Background: an optimization exercise with open tools, aiming at small area, a short achievable clock period and few clock cycles per item. Do not read the settings as production practice.
Only simulation tests tie the RTL to the original design; equivalence was not proved.

==> inputs of run H <==
Design nxm_mod, start of the top module:
module nxm_mod (
    input  wire        clk,
    input  wire        rst,
    input  wire        start,
    input  wire [15:0] cmd,
    input  wire [63:0] opa,
    input  wire [63:0] opb,
    input  wire [63:0] opm,
    output wire        busy,
    output reg         done,
    output wire [63:0] res,
    output reg         err,
    output reg  [15:0] err_code
);
export LEC_CHECK = 0
export ABC_AREA = 1
export CAP_MARGIN = 20
export CORE_MARGIN = 2
export CORE_UTILIZATION = 55
export SLEW_MARGIN = 20
export TNS_END_PERCENT = 100
create_clock -name core_clock -period 10.0 [get_ports {clk}]
standard.sh (not shown) runs the stock make flow with config.mk's settings and CLKGATE_MAP_FILE= SYNTH_SCRIPT=/design/flow/synth_recipe.tcl, a recipe that flattens the netlist after the stock synthesis.
==> flow/flow/run.sh <==
#!/bin/bash
set -euo pipefail
bash standard.sh SETUP_SLACK_MARGIN=6 finish > standard_flow.log 2>&1
==> inputs of run F, as changes to run H <==
--- a/flow/design.v
+++ b/flow/design.v
@@ -16,30 +16,14 @@
     output wire [64:0] s_n,
     output wire [64:0] c_n,
     output wire [3:0]  q_n,      
     output wire        qpos_n,
     output wire [11:0] pu_n,
     output wire [11:0] pv_n
 );
-    function sign12;
-        input [11:0] x;
-        input [11:0] y;
-        reg   [10:0] g, p;
-        integer st, i;
-        begin
-            g = x[10:0] & y[10:0];
-            p = x[10:0] ^ y[10:0];
-            for (st = 1; st < 11; st = st * 2)
-                for (i = 10; i >= st; i = i - 1) begin
-                    g[i] = g[i] | (p[i] & g[i - st]);
-                    p[i] = p[i] & p[i - st];
-                end
-            sign12 = x[11] ^ y[11] ^ g[10];
-        end
-    endfunction
     wire one0 = w0[1] ^ w0[0];
     wire two0 = (w0[2] & ~w0[1] & ~w0[0]) | (~w0[2] & w0[1] & w0[0]);
     wire neg0 = w0[2];
     wire one1 = w1[1] ^ w1[0];
     wire two1 = (w1[2] & ~w1[1] & ~w1[0]) | (~w1[2] & w1[1] & w1[0]);
     wire neg1 = w1[2];
     wire one2 = w2[1] ^ w2[0];
@@ -81,30 +65,46 @@
     wire [11:0] g_q = ym[66-1:55] ^ {12{qpos}};
     wire [11:0] eu = pu ^ pv ^ g_q;
     wire [11:0] ev = {((pu & pv) | (pu & g_q) | (pv & g_q)), 1'b0};
     wire [11:0] h0e = {6'd0, m[63:58]};
     wire [11:0] h1e = {4'd0, m3[65:58]};
     wire [11:0] h2e = {2'd0, h2};
     wire [11:0] h3e = {2'd0, h3};
-    wire sp0 = sign12(eu ^ ev ^ ~h0e, {((eu & ev) | (eu & ~h0e) | (ev & ~h0e)), 1'b1});
-    wire sn0 = sign12(eu ^ ev ^ h0e, {((eu & ev) | (eu & h0e) | (ev & h0e)), 1'b0});
-    wire sp1 = sign12(eu ^ ev ^ ~h1e, {((eu & ev) | (eu & ~h1e) | (ev & ~h1e)), 1'b1});
-    wire sn1 = sign12(eu ^ ev ^ h1e, {((eu & ev) | (eu & h1e) | (ev & h1e)), 1'b0});
-    wire sp2 = sign12(eu ^ ev ^ ~h2e, {((eu & ev) | (eu & ~h2e) | (ev & ~h2e)), 1'b1});
-    wire sn2 = sign12(eu ^ ev ^ h2e, {((eu & ev) | (eu & h2e) | (ev & h2e)), 1'b0});
-    wire sp3 = sign12(eu ^ ev ^ ~h3e, {((eu & ev) | (eu & ~h3e) | (ev & ~h3e)), 1'b1});
-    wire sn3 = sign12(eu ^ ev ^ h3e, {((eu & ev) | (eu & h3e) | (ev & h3e)), 1'b0});
-    wire p1 = ~sp0;
-    wire p2 = ~sp1;
-    wire p3 = ~sp2;
-    wire p4 = ~sp3;
-    wire n1 = sn0;
-    wire n2 = sn1;
-    wire n3 = sn2;
-    wire n4 = sn3;
+    wire [11:0] xp0 = eu ^ ev ^ ~h0e;
+    wire [11:0] yp0 = {((eu & ev) | (eu & ~h0e) | (ev & ~h0e)), 1'b1};
+    wire [11:0] dp0 = xp0 + yp0;
+    wire [11:0] xn0 = eu ^ ev ^ h0e;
+    wire [11:0] yn0 = {((eu & ev) | (eu & h0e) | (ev & h0e)), 1'b0};
+    wire [11:0] dn0 = xn0 + yn0;
+    wire [11:0] xp1 = eu ^ ev ^ ~h1e;
+    wire [11:0] yp1 = {((eu & ev) | (eu & ~h1e) | (ev & ~h1e)), 1'b1};
+    wire [11:0] dp1 = xp1 + yp1;
+    wire [11:0] xn1 = eu ^ ev ^ h1e;
+    wire [11:0] yn1 = {((eu & ev) | (eu & h1e) | (ev & h1e)), 1'b0};
+    wire [11:0] dn1 = xn1 + yn1;
+    wire [11:0] xp2 = eu ^ ev ^ ~h2e;
+    wire [11:0] yp2 = {((eu & ev) | (eu & ~h2e) | (ev & ~h2e)), 1'b1};
+    wire [11:0] dp2 = xp2 + yp2;
+    wire [11:0] xn2 = eu ^ ev ^ h2e;
+    wire [11:0] yn2 = {((eu & ev) | (eu & h2e) | (ev & h2e)), 1'b0};
+    wire [11:0] dn2 = xn2 + yn2;
+    wire [11:0] xp3 = eu ^ ev ^ ~h3e;
+    wire [11:0] yp3 = {((eu & ev) | (eu & ~h3e) | (ev & ~h3e)), 1'b1};
+    wire [11:0] dp3 = xp3 + yp3;
+    wire [11:0] xn3 = eu ^ ev ^ h3e;
+    wire [11:0] yn3 = {((eu & ev) | (eu & h3e) | (ev & h3e)), 1'b0};
+    wire [11:0] dn3 = xn3 + yn3;
+    wire p1 = ~dp0[11];
+    wire p2 = ~dp1[11];
+    wire p3 = ~dp2[11];
+    wire p4 = ~dp3[11];
+    wire n1 = dn0[11];
+    wire n2 = dn1[11];
+    wire n3 = dn2[11];
+    wire n4 = dn3[11];
     assign q_n[0] = (p1 & ~p2) | (n1 & ~n2);
     assign q_n[1] = (p2 & ~p3) | (n2 & ~n3);
     assign q_n[2] = (p3 & ~p4) | (n3 & ~n4);
     assign q_n[3] = p4 | n4;
     assign qpos_n = p1;
 endmodule
 module nxm_add65 (
@@ -205,43 +205,43 @@
         .s_n(s_n), .c_n(c_n), .q_n(q_n), .qpos_n(qpos_n), .pu_n(pu_n), .pv_n(pv_n)
     );
     wire [12:0] t5 = {4'd0, mreg[63:55]} + {2'd0, mreg[63:55], 2'b00};
     wire [12:0] t7 = {1'b0, mreg[63:55], 3'b000} - {4'd0, mreg[63:55]};
     wire [64:0] sum;
     wire        sum_co;
     nxm_add65 u_cpa (.a(s), .b(c), .y(sum), .co(sum_co));
-    function [10:0] witness;
+    function [7:0] witness;
         input       w12;
         input [3:0] idx;
         begin
             if (!w12) begin
                 case (idx)
-                    4'd0:    witness = {3'd3, 8'h20};    
-                    4'd1:    witness = {3'd4, 8'h1c};    
-                    default: witness = {3'd5, 8'h3d};    
+                    4'd0:    witness = 8'd2;
+                    4'd1:    witness = 8'd7;
+                    default: witness = 8'd61;
                 endcase
             end else begin
                 case (idx)
-                    4'd0:    witness = {3'd3, 8'h20};    
-                    4'd1:    witness = {3'd3, 8'h30};    
-                    4'd2:    witness = {3'd3, 8'h50};    
-                    4'd3:    witness = {3'd4, 8'h1c};    
-                    4'd4:    witness = {3'd4, 8'h2c};    
-                    4'd5:    witness = {3'd4, 8'h34};    
-                    4'd6:    witness = {3'd4, 8'h44};    
-                    4'd7:    witness = {3'd4, 8'h4c};    
-                    4'd8:    witness = {3'd4, 8'h5c};    
-                    4'd9:    witness = {3'd5, 8'h1d};    
-                    4'd10:   witness = {3'd5, 8'h1f};    
-                    default: witness = {3'd5, 8'h25};    
+                    4'd0:    witness = 8'd2;
+                    4'd1:    witness = 8'd3;
+                    4'd2:    witness = 8'd5;
+                    4'd3:    witness = 8'd7;
+                    4'd4:    witness = 8'd11;
+                    4'd5:    witness = 8'd13;
+                    4'd6:    witness = 8'd17;
+                    4'd7:    witness = 8'd19;
+                    4'd8:    witness = 8'd23;
+                    4'd9:    witness = 8'd29;
+                    4'd10:   witness = 8'd31;
+                    default: witness = 8'd37;
                 endcase
             end
         end
     endfunction
-    wire [10:0] cur_w     = witness(big, widx);
+    wire [7:0]  cur_w     = witness(big, widx);
     wire [3:0]  last_widx = big ? 4'd11 : 4'd2;
     wire [5:0]  ndom      = 6'd34 - {1'b0, kh};        
     wire [63:0] xa       = bsh[63:0];
     wire        n_le1    = (xa[63:1] == 63'd0);
     wire        n_is2    = (xa == 64'd2);
     wire        n_isw    = (xa == 64'd7) || (xa == 64'd61);
     wire        m_zero   = (mreg == 64'd0);
@@ -387,25 +387,25 @@
                         state <= S_MUL;
                     end
                 end
                 S_WSTRT: begin
                     e         <= mreg ^ base[63:0];
                     j         <= 7'd63;
                     first_chk <= 1'b1;
-                    bsh       <= {2'b00, cur_w[7:0], 58'd0};
+                    bsh       <= {2'b00, cur_w, 58'd0};
                     state     <= S_WSKIP;
                 end
                 S_WSKIP: begin
                     if (!e[63]) begin
                         e <= {e[62:0], 1'b0};
                         j <= j - 7'd1;
                     end else begin
                         op    <= OP_ENTRY;
                         asel  <= 1'b1;
-                        dcnt  <= {3'd0, cur_w[10:8]};
+                        dcnt  <= 6'd5;
                         state <= S_MUL;
                     end
                 end
                 S_MUL: begin
                     s    <= s_n;
                     c    <= c_n;
                     q    <= q_n;
@@ -426,16 +426,16 @@
                         state <= S_MUL;
                     end else if (op == OP_MM2 || op == OP_TSQ) begin
                         state <= S_CAN1;
                     end else if (op == OP_SQ && e[63]) begin
                         op <= OP_MULB;
                         if (c_pr) begin
                             asel <= 1'b0;
-                            bsh  <= {2'b00, cur_w[7:0], 58'd0};
-                            dcnt <= {3'd0, cur_w[10:8]};
+                            bsh  <= {2'b00, cur_w, 58'd0};
+                            dcnt <= 6'd5;
                         end else begin
                             asel <= 1'b1;
                             bsh  <= {{3{sum[64]}}, sum};
                             dcnt <= ndom;
                         end
                         state <= S_MUL;
                     end else begin
CORE_UTILIZATION = 40   (was 55)
==> summary of the runs <==
- Run F completed with no timing, DRC or antenna violations. Run H produced a clean layout.
- Sequential share of layout area: run F is lower than run H (0.13 points).
- Final area is about the same in run H and run F.
- Between run H and run F, the lower via count is in run F (gap 3.2%, measured against run F).
- Worst hold slack is about the same in run F and run H.
- Wire length: run H is smaller than run F (3.9%).
- Between run H and run F, the lower register-to-register slack is in run F (gap 0.06 ns).
- Between run H and run F, the lower worst setup slack is in run F (gap 0.060 ns).
- Of run H and run F, run H has the higher synthesized area (gap about 2%, measured against run F).
Testbench counts of run H, summed over its fixed seeds: cycles 576,149, items 128.
Testbench counts of run F, summed over its fixed seeds: cycles 583,974, items 128.

## afterwards: timing with drivers on the ports
The results above use ideal ports. As a check the final layouts listed here were re-extracted and re-timed, cells and wires unchanged.
Step 1, drivers: a clkbuf_16 drives clk and a buf_2 each remaining input, both assumed.
Step 2 moves the port delays by t, midway between the first and last clock arrival at a register: inputs arrive t later, outputs are due t later. That takes back most of the time a late clock gives input paths.
Three values: ideal, step 1, step 2; two values: the first two.
run | shift t [ns] | setup WS [ns] | hold WS [ns] | worst data-port slew with drivers (ns)
run H | 0.702 | 6.032 / 6.032 / 6.032 | 0.513 / 0.513 / 0.513 | 0.11
run F | 0.740 | 5.972 / 5.972 / 5.972 | 0.514 / 0.514 / 0.514 | 0.10
After both steps every run listed still meets setup and hold.
